Context: an optimization exercise on an open-source flow, tuned for small area, a short achievable clock period and few clock cycles per item. The choices shown serve that exercise and are no tape-out recipe.
In this exercise RTL edits were held to simulation tests only and were not proved equivalent to the original.
No activity file was given, so power comes from the tool's default toggle rates.

## flow/design.v (module list and top-level ports; edited modules follow where they fit)
// module fp32_mul: 132 lines
// module mul24_csa: 1711 lines
// module fp32_add: 105 lines
// module ks_add: 26 lines
// module fir_engine: 136 lines
// module fir_lane: 123 lines
module fir_engine (
    input  wire        clk,
    input  wire        rst,         
    input  wire        in_valid,
    output reg         in_ready,
    input  wire [1:0]  in_op,       
    input  wire [2:0]  in_addr,     
    input  wire [31:0] in_re,
    input  wire [31:0] in_im,
    output reg         out_valid,
    input  wire        out_ready,
    output reg  [31:0] out_re,
    output reg  [31:0] out_im
);
  // ...
==> flow/flow/run.sh <==
#!/bin/bash
# The standard ORFS layout (the standard.sh, standard synthesis unchanged),
# with the timing repair steps aiming for setup slack well beyond the clock
# constraint so the achieved period is pushed down. The SDC is the standard flow's own.
set -euo pipefail
MARGIN=$(cat flow/margin.txt)
bash standard.sh finish SETUP_SLACK_MARGIN=$MARGIN > flow_make.log 2>&1
==> flow/flow/margin.txt <==
15
==> flow/standard.sh <==
#!/bin/bash
# synth_recipe.tcl (not shown) runs the flow's synth.tcl, then flattens the netlist and writes it again
# the make line also repeats each setting of config.mk as NAME=value (left out here)
make -C /OpenROAD-flow-scripts/flow DESIGN_CONFIG=/design/flow/config.mk WORK_HOME=/design/flow/orfs CLKGATE_MAP_FILE= SYNTH_SCRIPT=/design/flow/synth_recipe.tcl "${@:-finish}"
==> flow/config.mk <==
export PLATFORM = sky130hd
export DESIGN_NAME = fir_engine
export DESIGN_NICKNAME = fir_engine
export VERILOG_FILES = /design/flow/design.v
export SDC_FILE = /design/flow/constraint.sdc
export NUM_CORES = 4
export LEC_CHECK = 0
export CAP_MARGIN = 20
export CORE_MARGIN = 2
export CORE_UTILIZATION = 45
export CTS_BUF_LIST = sky130_fd_sc_hd__clkbuf_8
export PLACE_DENSITY = 0.55
export SLEW_MARGIN = 20
==> flow/constraint.sdc <==
create_clock -name core_clock -period 22.0 [get_ports {clk}]
set_input_delay 4.4000 -clock core_clock [delete_from_list [all_inputs] [get_ports {clk}]]
set_output_delay 4.4000 -clock core_clock [all_outputs]
set_load 0.01 [all_outputs]
==> impl_results.md, run 1 <==
- Met3 WL: 38.04 mm
- Clock Latency Late Sink: 1.11 ns
- Dpl cells: 17140
- Crit start category: flip-flop
- Drt total wl: 515.7 mm
- Seq cells: 2382
- Crit Path Class: flip-flop to flip-flop
- Die area: 0.3395 mm²
- Die extent in y: 582.7 µm
- Status: complete, no violations
- Synth-to-Final Area Change: 10.25%
- Clock skew: 0.09678 ns
- Leak pwr: 59.14 nW
- CTS tree: built
- Measured slew at the worst slew-check pin: 1.233 ns
- M1 WL: 216.4 mm
- Fillers: 29650
- Synth async-reset ratio: 0%
- Delay-heaviest family, CP: compound AO/OA/AOI/OAI gates
- Critical path, cell by cell: ha_2 > xnor2_1 > nand2_1 > o31ai_1 > nor4_1 > nand2_1 > a311o_1 > nand2_1 > o2111ai_1 > nand3_1 > a221oi_1 > a211oi_1 > nor4_1 > nand4_2 > or2_1 > nor3_2 > mux2i_1 > a221oi_2
- Top pwr grp: combinational cells
- Largest net degree at the start of global routing: 134
- Met2 wire len: 237.7 mm
- Core Util, Final: 49.83%
- Origin of the critical flop-to-flop path: lane[1].u_lane.u_add.ep1[3]
- Top FF cell, synth: edfxtp_1
- Total power: 16.86 mW
- Max clock buf depth: 4
Testbench counts, summed over its fixed seeds: cycles 14,532, items 1,536.
==> inputs of run 2 (changes only) <==
==> flow/flow/run.sh (replaced) <==
#!/bin/bash
# The standard ORFS layout (the standard.sh, standard synthesis unchanged),
# with the timing repair steps aiming for setup slack well beyond the clock
# constraint so the achieved period is pushed down, and clock tree synthesis
# without dummy loads. The SDC is the standard flow's own.
set -euo pipefail
MARGIN=$(cat flow/margin.txt)
CTS="-sink_clustering_enable -repair_clock_nets -dont_use_dummy_load -buf_list sky130_fd_sc_hd__clkbuf_8"
bash standard.sh finish "SETUP_SLACK_MARGIN=$MARGIN" "CTS_ARGS=$CTS" > flow_make.log 2>&1
==> flow/flow/margin.txt (replaced) <==
15.5
==> run 2 against run 1 <==
Net effect:
- die area stayed put
- via count rose by 0.14%
- flip-flop and latch count stayed put
- power shrank 3.7%
- global-route usage is 0.24 points lower
- fmax grew 7.1%
- synthesized cell count unchanged
- critical endpoint is now out_re[29]
- sequential share of layout area grew 0.29 points
- worst setup slack improved by 0.45 ns
- register-to-register slack better by 0.46 ns
- combinational power grew 4.2%
- worst hold slack got worse by 0.010 ns
==> impl_results.md, run 2 <==
- Dpl cells: 17140 (-0.018%)
- Crit Path Class: flip-flop to output pin
- Fin cells: 17700
- Max clock buf depth: 4 (unchanged)
- Origin of the critical flop-to-flop path: lane[1].u_lane.mb[15]
- Setup crit end kind: output pin
- Total Routing Usage GR: 29.42%
- Worst-case reg-to-reg path depth: 13
- Residual DRC count: 0
- Post-DP HPWL: 350.3 mm
- Vias in the first global route: 112800
- Top-level port count: 139
- WL/cell: 29.00 µm
- Die extent in y: 582.7 µm (unchanged)
- Synth-to-Final Area Change: 9.441%
- Syn_nets: 14320
- Final setup vio count: 0
- Slew Viols, Final: 0
- Synth async-reset ratio: 0% (unchanged)
- Critical Path AT: 1.98 ns
- Mapped Avg Cell Area: 11.35 µm²
- Clk root buf: clkbuf_8
- Final Hold Viols: 0
- Clock skew: 0.1355 ns (+0.03876 ns)
- Reg2Reg Capture Point: lane[1].u_lane.u_mul.pc[32]
- Critical-path top delay cell: clkdlybuf4s50_1
- Cell Area, Synth: 0.1507 mm²
- H-tree levels: 5
- Max-Cap Viols: 0
- Sequential area share after synthesis: 41.16%
- Yosys top cell by area: edfxtp_1
- R2r setup slk: 15.63 ns
- Die area: 0.3395 mm² (unchanged)
- Vias: 112300
- Final ANT Viol Nets: 0
- Max rail drop VDD: 0.09534 mV
- RSZ-0062 raised after global routing: true
- CTS buffer count: 406
- Count leader, synth: edfxtp_1
- Worst Hold Class: flip-flop to flip-flop
- Layout cells sized above 1: 17.54%
- CTS Hold Bufs: 0
- Crit path max fanout: 1
- Sink Count: 2382
- Final Cell Area: 0.1649 mm²
- PortBufs: 138
- Top cells by area, synth: edfxtp_1 (29%), dfxtp_1 (13%), mux4_2 (11%)
- Status: complete, no violations
- GP Congestion: 0.9463
- Drt total wl: 513.2 mm (-0.48%)
- Hold path startpoint: lane[1].u_lane.ml[1]
- First drt pass iteration count: 7
- Delay-heaviest family, CP: buffers and inverters
- Synth cell types: 129
- Overflow after GRT: 0
- Commonest non-fill, non-tap cells in the layout: edfxtp_1 (1433), dfxtp_1 (895), nand2_1 (840)
- Crit path buf inv count: 1
- Worst path max stage delay: 0.54 ns
- Die X-Extent: 582.7 µm
- Final worst setup slack: 15.62 ns
- Top FF cell, synth: edfxtp_1
- Placed Area: 0.1564 mm²
- Most common cell after layout, fill and taps aside: edfxtp_1
- Tmin final: 6.379 ns
- Fillers: 29630 (-0.044%)
- Top-area cell type share of the netlist area: 28.56%
- Hold depth: 0
- Total power: 16.23 mW (-3.7%)
- Leak pwr: 57.97 nW (-2.0%)
- EDFF count, synth: 1433
- Starting Density: 45.20%
- Core area: 0.3334 mm²
- Drt via density: 6.346
- Crit path launch: out_re[29]
- Row Count: 212
- Peak Freq: 156.8 MHz
- Synth Instances: 13280
- Setup WS pre-CTS: 13.56 ns
- Crit start category: flip-flop
- Final cycle utilization of the critical path: 29.00%
- Net count, final: 14330
- CTS tree: built
- Post-synthesis register bit count: 2382
- Measured slew at the worst slew-check pin: 1.243 ns (+0.009502 ns)
- Largest net degree at the start of global routing: 132 (-1.5%)
- Clock slew at reported path FFs: 0.07 ns
- Worst path required time: 17.60 ns
- Clock Latency Late Sink: 1.08 ns (-0.03 ns)
- Syn. warnings: 14
- TNS Setup: 0 ns
- Critical path, cell by cell: clkdlybuf4s50_1
- DRT iter0 DRCs: 12040
- Power density cells: 98.42 mW/mm²
- Global-route wire length before repair: 751.5 mm
- Initial antenna violation count: 33
- Slew HR: 17.14%
- Commonest cells post-synth: edfxtp_1 (1433), dfxtp_1 (949), nand2_1 (852)
- WHS Endpoint: lane[1].u_lane.ml[2]
[run 2: worst max path at each step]
stage               cells past startpoint                     endpoint
floorplan                               5                  sp_im[0][0]
global placement                       28  lane[0].u_lane.u_add.s1[26]
detailed placement                     28  lane[0].u_lane.u_add.s1[26]
CTS                                    29  lane[0].u_lane.u_add.s1[26]
global route                           30  lane[0].u_lane.u_add.s1[26]
finish                                  1                   out_re[29]
[run 2: metal layers]
metal	up-vias	wire [µm]	global-route usage, %
li1	49040	-	-
met1	56560	211600	40.07
met5	-	50	0
met3	1205	41540	4.521
met4	10	23580	12.10
met2	5493	236400	46.97
[run 2: kinds of logic (layout without fill, tap and decap cells)]
logic type	count (synthesis)	in the layout	share of synthesized area, %
AO/OA/AOI/OAI	2818	2820	12.41
flip-flops	2382	2382	41.16
XOR/XNOR	940	940	5.473
buffers and inverters	1723	1723	4.406
other	0	20	0
AND/OR/NAND/NOR	2904	2913	9.407
multiplexers	1543	1543	16.59
adder cells (fa/ha/maj)	970	970	10.55
[run 2: cell type report]
| class | count | area [µm²] | share of cell area [%] |
|---|---|---|---|
| multi-input combinational | 9186 | 83910 | 50.88 |
| timing repair buffer | 544 | 4821 | 2.923 |
| antenna | 20 | 50.05 | 0.03035 |
| clock buffer | 406 | 5588 | 3.388 |
| inverter | 772 | 2950 | 1.789 |
| tap | 4387 | 5489 | 3.328 |
| sequential | 2382 | 62110 | 37.66 |
| timing repair inverter | 1 | 5.005 | 0.003035 |
[run 2: through the flow]
stage	hold WS, ns	utilization, %
6_report	0.2792	49.46
4_1_cts	0.2689	48.88
2_1_floorplan	0.3096	-
3_3_place_gp	0.3101	46.91
5_1_grt	0.2776	49.46
3_5_place_dp	0.3121	46.92
[run 2: repair_timing]
action,in CTS,in global routing
gates cloned,8,14
pin swaps,20,67
gates resized for setup,162,235
setup endpoints to repair,184,112
buffers inserted,33,79
[run 2: power by group]
part | internal, mW | leakage, nW | total [mW] | switching [mW]
registers | 5.18 | 20.8 | 5.86 | 0.686
logic | 2.69 | 34.2 | 7.13 | 4.44
clock network | 1.61 | 2.92 | 3.24 | 1.63
==> inputs of run 3 (changes only) <==
==> flow/flow/margin.txt (replaced) <==
16
==> run 3 against run 2 <==
Net effect:
- count of clock-buffer cells in the layout down 10
- clock power is 2% lower
- via count up 1.1%
- fmax grew 4.8%
- critical path type unchanged
- sequential power increased by 0.7%
- critical path depth stayed put
- clock skew fell by 0.013 ns
- flip-flop and latch count stayed put
- final cell count grew 1.4%
- largest power group unchanged
- synthesized cell count is the same
==> impl_results.md, run 3 <==
- Status: complete, no violations
- CTS Hold Bufs: 0 (unchanged)
- Vias: 113600 (+1.1%)
- Clock skew: 0.1225 ns (-0.01304 ns)
- Final ANT Viol Nets: 0 (unchanged)
- Die area: 0.3395 mm² (unchanged)
- PortBufs: 138 (unchanged)
- Syn_nets: 14320 (unchanged)
- Synth async-reset ratio: 0% (unchanged)
- Delay-heaviest family, CP: flip-flops
- Layout cells sized above 1: 21.55% (+4.0 points)
- Post-synthesis register bit count: 2382 (unchanged)
- Largest net degree at the start of global routing: 134 (+1.5%)
- Final Hold Viols: 0 (unchanged)
- Most common cell after layout, fill and taps aside: edfxtp_1
- XOR/XNOR share of the synthesized area: 5.473% (unchanged)
- Die extent in y: 582.7 µm (unchanged)
- Top cells by area, synth: edfxtp_1 (29%), dfxtp_1 (13%), mux4_2 (11%)
- Post-DP HPWL: 353.6 mm (+0.92%)
- Residual DRC count: 0 (unchanged)
- Global-route wire length before repair: 765.1 mm (+1.8%)
- Final Cell Area: 0.1687 mm² (+2.3%)
- Sink Count: 2382 (unchanged)
- Count leader, synth: edfxtp_1
- Simple-gate share of the synthesized area: 9.407% (unchanged)
- DRT iter0 DRCs: 11740 (-2.4%)
- Crit path max fanout: 2 (+1)
- Drt via density: 6.328 (-0.28%)
- Power density cells: 101.9 mW/mm² (+3.5%)
- Synth cell types: 129 (unchanged)
- Peak Freq: 164.2 MHz (+4.8%)
- Measured slew at the worst slew-check pin: 1.252 ns (+0.008932 ns)
- Sequential area share after synthesis: 41.16% (unchanged)
- Synth Area in Adders: 10.55% (unchanged)
- Commonest non-fill, non-tap cells in the layout: edfxtp_1 (1433), dfxtp_1 (861), nand2_1 (831)
- Commonest cells post-synth: edfxtp_1 (1433), dfxtp_1 (949), nand2_1 (852)
- H-tree levels: 5 (unchanged)
- Total power: 17.19 mW (+5.9%)
- Vias in the first global route: 114400 (+1.4%)
- Initial antenna violation count: 39 (+18%)
- Tmin final: 6.089 ns (-0.2899 ns)
- Clock Latency Late Sink: 1.09 ns (about the same)
- Core area: 0.3334 mm² (unchanged)
- FF+latch area: 0.06219 mm² (+0.13%)
- Crit path buf inv count: 1 (unchanged)
- Worst path required time: 17.60 ns (about the same)
- Critical-path top delay cell: dfxtp_4
- Overflow after GRT: 0 (unchanged)
- CTS buffer count: 396 (-2.5%)
- Max rail drop VDD: 0.1034 mV (+8.5%)
- Setup crit end kind: output pin
- Row Count: 212 (unchanged)
- Top-area cell type share of the netlist area: 28.56% (unchanged)
- Total Routing Usage GR: 29.99% (+0.57 points)
- Synth Instances: 13280 (unchanged)
- Mapped Avg Cell Area: 11.35 µm² (unchanged)
- First drt pass iteration count: 9 (+2)
- EDFF count, synth: 1433 (unchanged)
- Synth-to-Final Area Change: 11.92%
- Final cycle utilization of the critical path: 27.68% (-1.3 points)
- Die X-Extent: 582.7 µm (unchanged)
- Mux share of post-synthesis cell area: 16.59% (unchanged)
- TNS Setup: 0 ns (unchanged)
- Syn. warnings: 14 (unchanged)
- Max-Cap Viols: 0 (unchanged)
- Crit start category: flip-flop
- Max clock buf depth: 4 (unchanged)
- RSZ-0062 raised after global routing: true
- Worst path max stage delay: 0.46 ns (-0.08 ns)
- Clock slew at reported path FFs: 0.06 ns (about the same)
- Clk root buf: clkbuf_8
- Placed Area: 0.1564 mm² (about the same)
- Net count, final: 14570 (+1.7%)
- Fillers: 29390 (-0.82%)
- Crit Path Class: flip-flop to output pin
- WL/cell: 29.18 µm (+0.62%)
- Yosys top cell by area: edfxtp_1
- Drt total wl: 523.7 mm (+2.0%)
- Slew HR: 16.55% (-0.60 points)
- Top-level port count: 139 (unchanged)
- Slew Viols, Final: 0 (unchanged)
- Top FF cell, synth: edfxtp_1
- Critical Path AT: 1.69 ns (-0.29 ns)
- Cell Area, Synth: 0.1507 mm² (unchanged)
- GP Congestion: 0.9497 (+0.36%)
- Starting Density: 45.20% (unchanged)
- Compound-gate portion of the synthesized area: 12.41% (unchanged)
- Worst Hold Class: flip-flop to flip-flop
- Final setup vio count: 0 (unchanged)
- Critical path, cell by cell: buf_6
- Main combinational cell family by area after synthesis: multiplexers
- Multi-input gate area: 0.08563 mm² (+2.1%)
- CTS tree: built
- Leak pwr: 59.61 nW (+2.8%)
==> run 3: metal layers <==
metal	routed length (µm)	vias up	share of wire, %	global-route usage, %
met3	40280	1253	7.7	4.548
met1	215800	57330	41	40.62
met2	243700	5490	47	48.01
met5	122	-	0.023	0
met4	23710	14	4.5	12.71
li1	-	49480	-	-
==> run 3: cells by family after synthesis <==
group / Yosys count
AO/OA/AOI/OAI: 2818
multiplexers: 1543
buffers and inverters: 1723
XOR/XNOR: 940
adder cells (fa/ha/maj): 970
AND/OR/NAND/NOR: 2904
flip-flops: 2382
==> run 3: area by class of cell <==
cell class / instances / area share, %
multi-input cells: 9191 / 50.77
flip-flops and latches: 2382 / 36.87
repair buffers: 786 / 4.045
well taps: 4387 / 3.255
clock buffers: 396 / 3.232
inverters: 772 / 1.768
diodes: 31 / 0.04600
repair inverters: 2 / 0.008161
==> run 3: repair_timing <==
item                                    CTS  global route
cloned                                   21            15
gates resized for setup                 725           387
pin swaps                               129           149
endpoints found under the setup margin  420           431
setup buffers                           179           174
==> run 3: final timing paths <==
kind,start,to,slack (ns),cells after the start
max,in_ready,in_ready,15.91,1
max reg2reg,lane[0].u_lane.aa[30],lane[0].u_lane.u_add.s1[26],16.01,28
min reg2reg,lane[1].u_lane.df[0],lane[1].u_lane.df[1],0.25,0
min,lane[1].u_lane.df[0],lane[1].u_lane.df[1],0.25,0
==> run 3: stage by stage <==
stage	setup WS [ns]	std cells	util, %	hold WS, ns
4_1_cts	15.80	17730	49.56	0.2467
3_5_place_dp	13.57	17130	46.91	0.3121
2_1_floorplan	14.95	13280	-	0.3096
6_report	15.91	17950	50.58	0.2462
5_1_grt	15.79	17940	50.57	0.2608
3_3_place_gp	13.56	17130	46.90	0.3099
==> run 3: power by group <==
| part | switching (mW) | internal (mW) |
|---|---|---|
| Clock | 1.62 | 1.57 |
| Sequential | 0.717 | 5.18 |
| Combinational | 4.85 | 3.24 |
==> inputs of run 4 (changes only) <==
==> flow/flow/margin.txt (replaced) <==
15.5
--- a/flow/config.mk
+++ b/flow/config.mk
@@ -8,6 +8,6 @@
 export CAP_MARGIN = 20
 export CORE_MARGIN = 2
-export CORE_UTILIZATION = 45
+export CORE_UTILIZATION = 55
 export CTS_BUF_LIST = sky130_fd_sc_hd__clkbuf_8
-export PLACE_DENSITY = 0.55
+export PLACE_DENSITY = 0.65
 export SLEW_MARGIN = 20
==> run 4 against run 3 <==
Net effect:
- still clean
- global-route usage grew 5.3 points
- count of clock-buffer cells in the layout decreased by 8
- clock skew is 0.018 ns higher
- synthesized cell count is the same
- design area is 3.1% lower
- routed wire length is 4.2% lower
- critical path type is now flip-flop to flip-flop
==> impl_results.md, run 4 <==
- Die extent in y: 527.4 µm (-9.5%)
- Syn. warnings: 14 (unchanged)
- Worst path required time: 22.94 ns (+5.34 ns)
- Final setup vio count: 0 (unchanged)
- RSZ-0062 raised after global routing: true
- Core area: 0.2731 mm² (-18%)
- Starting Density: 55.17% (+10 points)
- Slew HR: 17.24% (+0.69 points)
- Die area: 0.2782 mm² (-18%)
- PortBufs: 138 (unchanged)
- Combinational share of power: 44.1% (-3.0 points)
- Switching pwr: 6.760 mW (-6.0%)
- Sink Count: 2382 (unchanged)
- CTS Hold Bufs: 0 (unchanged)
- Met3 Use GR: 6.691% (+2.1 points)
- Critical path, cell by cell: clkinvlp_4 > ha_4 > or4_4 > a2111oi_4 > buf_4 > a211o_1 > or3_1 > a21oi_1 > o311a_4 > or4_4 > buf_4 > nand4_1 > a21boi_1 > a211oi_1 > a211o_1 > nor3_2 > and4_1 > and4b_4 > nand3_2 > mux2_4 > a221oi_2
- Sequential share of power: 36.5% (+2.2 points)
- Residual DRC count: 0 (unchanged)
- Critical Path AT: 7.32 ns (+5.63 ns)
- Setup crit end kind: flip-flop
- Max-Cap Viols: 0 (unchanged)
- Worst-case reg-to-reg path depth: 21 (-25%)
- Vias: 113800 (+0.24%)
- Status: complete, no violations
- Met1 Resource Use GR: 47.91% (+7.3 points)
- Critical-path top delay cell: or4_4
- Busiest grt layer: met2
- Cell Area, Synth: 0.1507 mm² (unchanged)
- Drt via density: 6.750 (+6.7%)
- WL/cell: 29.75 µm (+1.9%)
- Crit path buf inv count: 3 (+2)
- Global-route wire length before repair: 739.0 mm (-3.4%)
- Clk root buf: clkbuf_8
- Power density cells: 98.73 mW/mm² (-3.1%)
- First drt pass iteration count: 13 (+4)
- Layout cells sized above 1: 17.31% (-4.2 points)
- Crit start category: flip-flop
- Crit path max fanout: 8 (+6)
- Syn_nets: 14320 (unchanged)
- GP Congestion: 0.9806 (+3.3%)
- Met2 usage: 54.67% (+6.7 points)
- Die X-Extent: 527.4 µm (-9.5%)
- Final cycle utilization of the critical path: 28.99% (+1.3 points)
- Leak pwr: 57.73 nW (-3.2%)
- Clk network pwr share: 19.4% (+0.8 points)
- Synth async-reset ratio: 0% (unchanged)
- Worst path depth: 21 (+20)
- Largest net degree at the start of global routing: 134 (unchanged)
- Peak Freq: 156.8 MHz (-4.5%)
- Clock Latency Late Sink: 1.06 ns (-0.03 ns)
- Core Util, Final: 59.84% (+9.3 points)
- Top FF cell, synth: edfxtp_1
- CTS buffer count: 388 (-2.0%)
- Vias in the first global route: 113800 (-0.52%)
- H-tree levels: 5 (unchanged)
- Row Count: 192 (-9.4%)
- Commonest cells post-synth: edfxtp_1 (1433), dfxtp_1 (949), nand2_1 (852)
- EDFF count, synth: 1433 (unchanged)
- Crit Path Class: flip-flop to flip-flop
- Clock slew at reported path FFs: 0.06 ns (about the same)
- Clock skew: 0.1407 ns (+0.01818 ns)
- Max clock buf depth: 4 (unchanged)
- Tmin final: 6.379 ns (+0.2891 ns)
- Synth cell types: 129 (unchanged)
- Fillers: 22150 (-25%)
- Top cells by area, synth: edfxtp_1 (29%), dfxtp_1 (13%), mux4_2 (11%)
- Worst Hold Class: flip-flop to flip-flop
- Mapped Avg Cell Area: 11.35 µm² (unchanged)
- Measured slew at the worst slew-check pin: 1.241 ns (-0.01037 ns)
- Top-area cell type share of the netlist area: 28.56% (unchanged)
- Initial antenna violation count: 25 (-36%)
- Synth-to-Final Area Change: 8.458%
- Drt total wl: 501.7 mm (-4.2%)
- Overflow after GRT: 0 (unchanged)
- Count leader, synth: edfxtp_1
- Total Routing Usage GR: 35.24% (+5.3 points)
- Commonest non-fill, non-tap cells in the layout: edfxtp_1 (1433), dfxtp_1 (900), nand2_1 (839)
- Hold depth: 0 (unchanged)
- Most common cell after layout, fill and taps aside: edfxtp_1
- Post-DP HPWL: 344.2 mm (-2.7%)
- Sequential area share after synthesis: 41.16% (unchanged)
- Yosys top cell by area: edfxtp_1
- DRT iter0 DRCs: 13670 (+16%)
- TNS Setup: 0 ns (unchanged)
- Sw frac: 41.89% (+0.062 points)
- Worst path max stage delay: 0.67 ns (+0.21 ns)
- CTS tree: built
- Final Hold Viols: 0 (unchanged)
- Final ANT Viol Nets: 0 (unchanged)
- P_int: 9.376 mW (-6.2%)
- Delay-heaviest family, CP: simple AND/OR/NAND/NOR gates
- Top-level port count: 139 (unchanged)
- Slew Viols, Final: 0 (unchanged)
- Net count, final: 14310 (-1.8%)
- Synth Instances: 13280 (unchanged)
- Max rail drop VDD: 0.07927 mV (-23%)
- Post-synthesis register bit count: 2382 (unchanged)
## run 4: changes by cell type in the layout (fill, tap and decap cells not counted), moves of 33 or more
cell | before | now
dfxtp_1 | 861 | 900
a21oi_2 | 70 | 29
clkdlybuf4s50_1 | 71 | 136
buf_6 | 39 | 6
buf_2 | 63 | 2
buf_4 | 562 | 376
a21oi_1 | 665 | 710
## run 4: logic make-up after synthesis
family	after synthesis	synth area share, %
adders and majority gates	970	10.55
DFF	2382	41.16
buffers and inverters	1723	4.406
muxes	1543	16.59
AOI/OAI and AO/OA	2818	12.41
xor gates and xnor gates	940	5.473
and+or+nand+nor	2904	9.407
## run 4: cell type report
cell class	instances	area, µm²	area share [%]
inverters	772	2935	1.796
flip-flops and latches	2382	62110	38.00
diodes	11	27.53	0.01684
well taps	3589	4491	2.748
repair buffers	543	4738	2.899
clock buffers	388	5340	3.267
multi-input cells	9181	83800	51.27
## run 4: repair_timing
item,4_1_cts,5_1_grt
gates resized for setup,141,210
setup endpoints to repair,175,115
cloned,2,10
buffers inserted,33,85
pin swaps,19,65
## run 4: worst paths after layout
path | end | start | slack [ns]
worst max-delay path | lane[0].u_lane.aa[26] | lane[0].u_lane.u_add.ep1[2] | 15.62
worst min-delay path | lane[0].u_lane.df[2] | lane[0].u_lane.df[1] | 0.27
worst max register to register | lane[0].u_lane.aa[26] | lane[0].u_lane.u_add.ep1[2] | 15.62
worst min register to register | lane[0].u_lane.df[2] | lane[0].u_lane.df[1] | 0.27
## run 4: per-layer routing
| metal | vias to the layer above | wire length (µm) |
|---|---|---|
| met5 | - | 96 |
| met4 | 14 | 26560 |
| met3 | 1458 | 49300 |
| met2 | 6652 | 227400 |
| met1 | 56770 | 198300 |
| li1 | 48960 | - |
## run 4: worst reg2reg max path: cells and delay by family, from the launching register on
| family | cells | cell delay [ns] |
|---|---|---|
| AO/OA/AOI/OAI | 8 | 2.35 |
| adder cells (fa/ha/maj) | 1 | 0.27 |
| buffers and inverters | 3 | 0.54 |
| flip-flops | 1 | 0.42 |
| multiplexers | 1 | 0.34 |
| AND/OR/NAND/NOR | 8 | 2.35 |
## run 4: per-stage QoR
stage	area (µm²)	total power, mW	worst slack [ns]	instances	hold slack [ns]
finish	163400	16.14	15.62	16870	0.2688
global route	163400	16.87	15.39	16860	0.2945
CTS	161700	15.67	15.34	16760	0.2769
detailed placement	155400	12.34	13.64	16340	0.3121
global placement	155400	12.35	13.48	16340	0.3101
floorplan	150800	10.06	14.95	13280	0.3096
## run 4: power by group through the flow
stage / clock network [mW] / logic [mW] / registers, mW
2_1_floorplan: 0 / 4.56 / 5.50
3_3_place_gp: 0 / 6.42 / 5.93
3_5_place_dp: 0 / 6.41 / 5.93
4_1_cts: 3.20 / 6.63 / 5.85
5_1_grt: 3.35 / 7.62 / 5.89
6_report: 3.13 / 7.12 / 5.88

## what the ideal ports hide
How much do the figures lean on ideal ports? The routed layouts below were timed once more, with nothing changed but the port constraints.
Step 1 assumes that a clkbuf_16 drives the clock port and a buf_2 every other input.
Step 2 also shifts input and output timing later by t, the mid clock arrival at the registers, as if the neighbouring blocks saw the same clock.
Slacks: ideal ports / drivers / drivers and shift; pairs: ideal ports / drivers.
run | shift t [ns] | setup WS [ns] | hold slack, ns | worst setup path after step 2 | worst slew at a driven data input, ns
run 1 | 1.163 | 15.170 / 15.170 / 14.137 | 0.290 / 0.290 / 0.290 | input to register | 0.21
run 2 | 1.114 | 15.621 / 15.526 / 15.039 | 0.279 / 0.279 / 0.279 | input to register | 0.23
run 3 | 1.135 | 15.911 / 15.810 / 14.950 | 0.246 / 0.246 / 0.246 | input to register | 0.18
run 4 | 1.075 | 15.621 / 15.543 / 14.710 | 0.269 / 0.269 / 0.269 | input to register | 0.21
After both steps setup and hold are still met in every run listed. For run 1, which loses most, drivers alone change the setup slack by 0.000 ns; drivers and shift together by -1.033 ns.
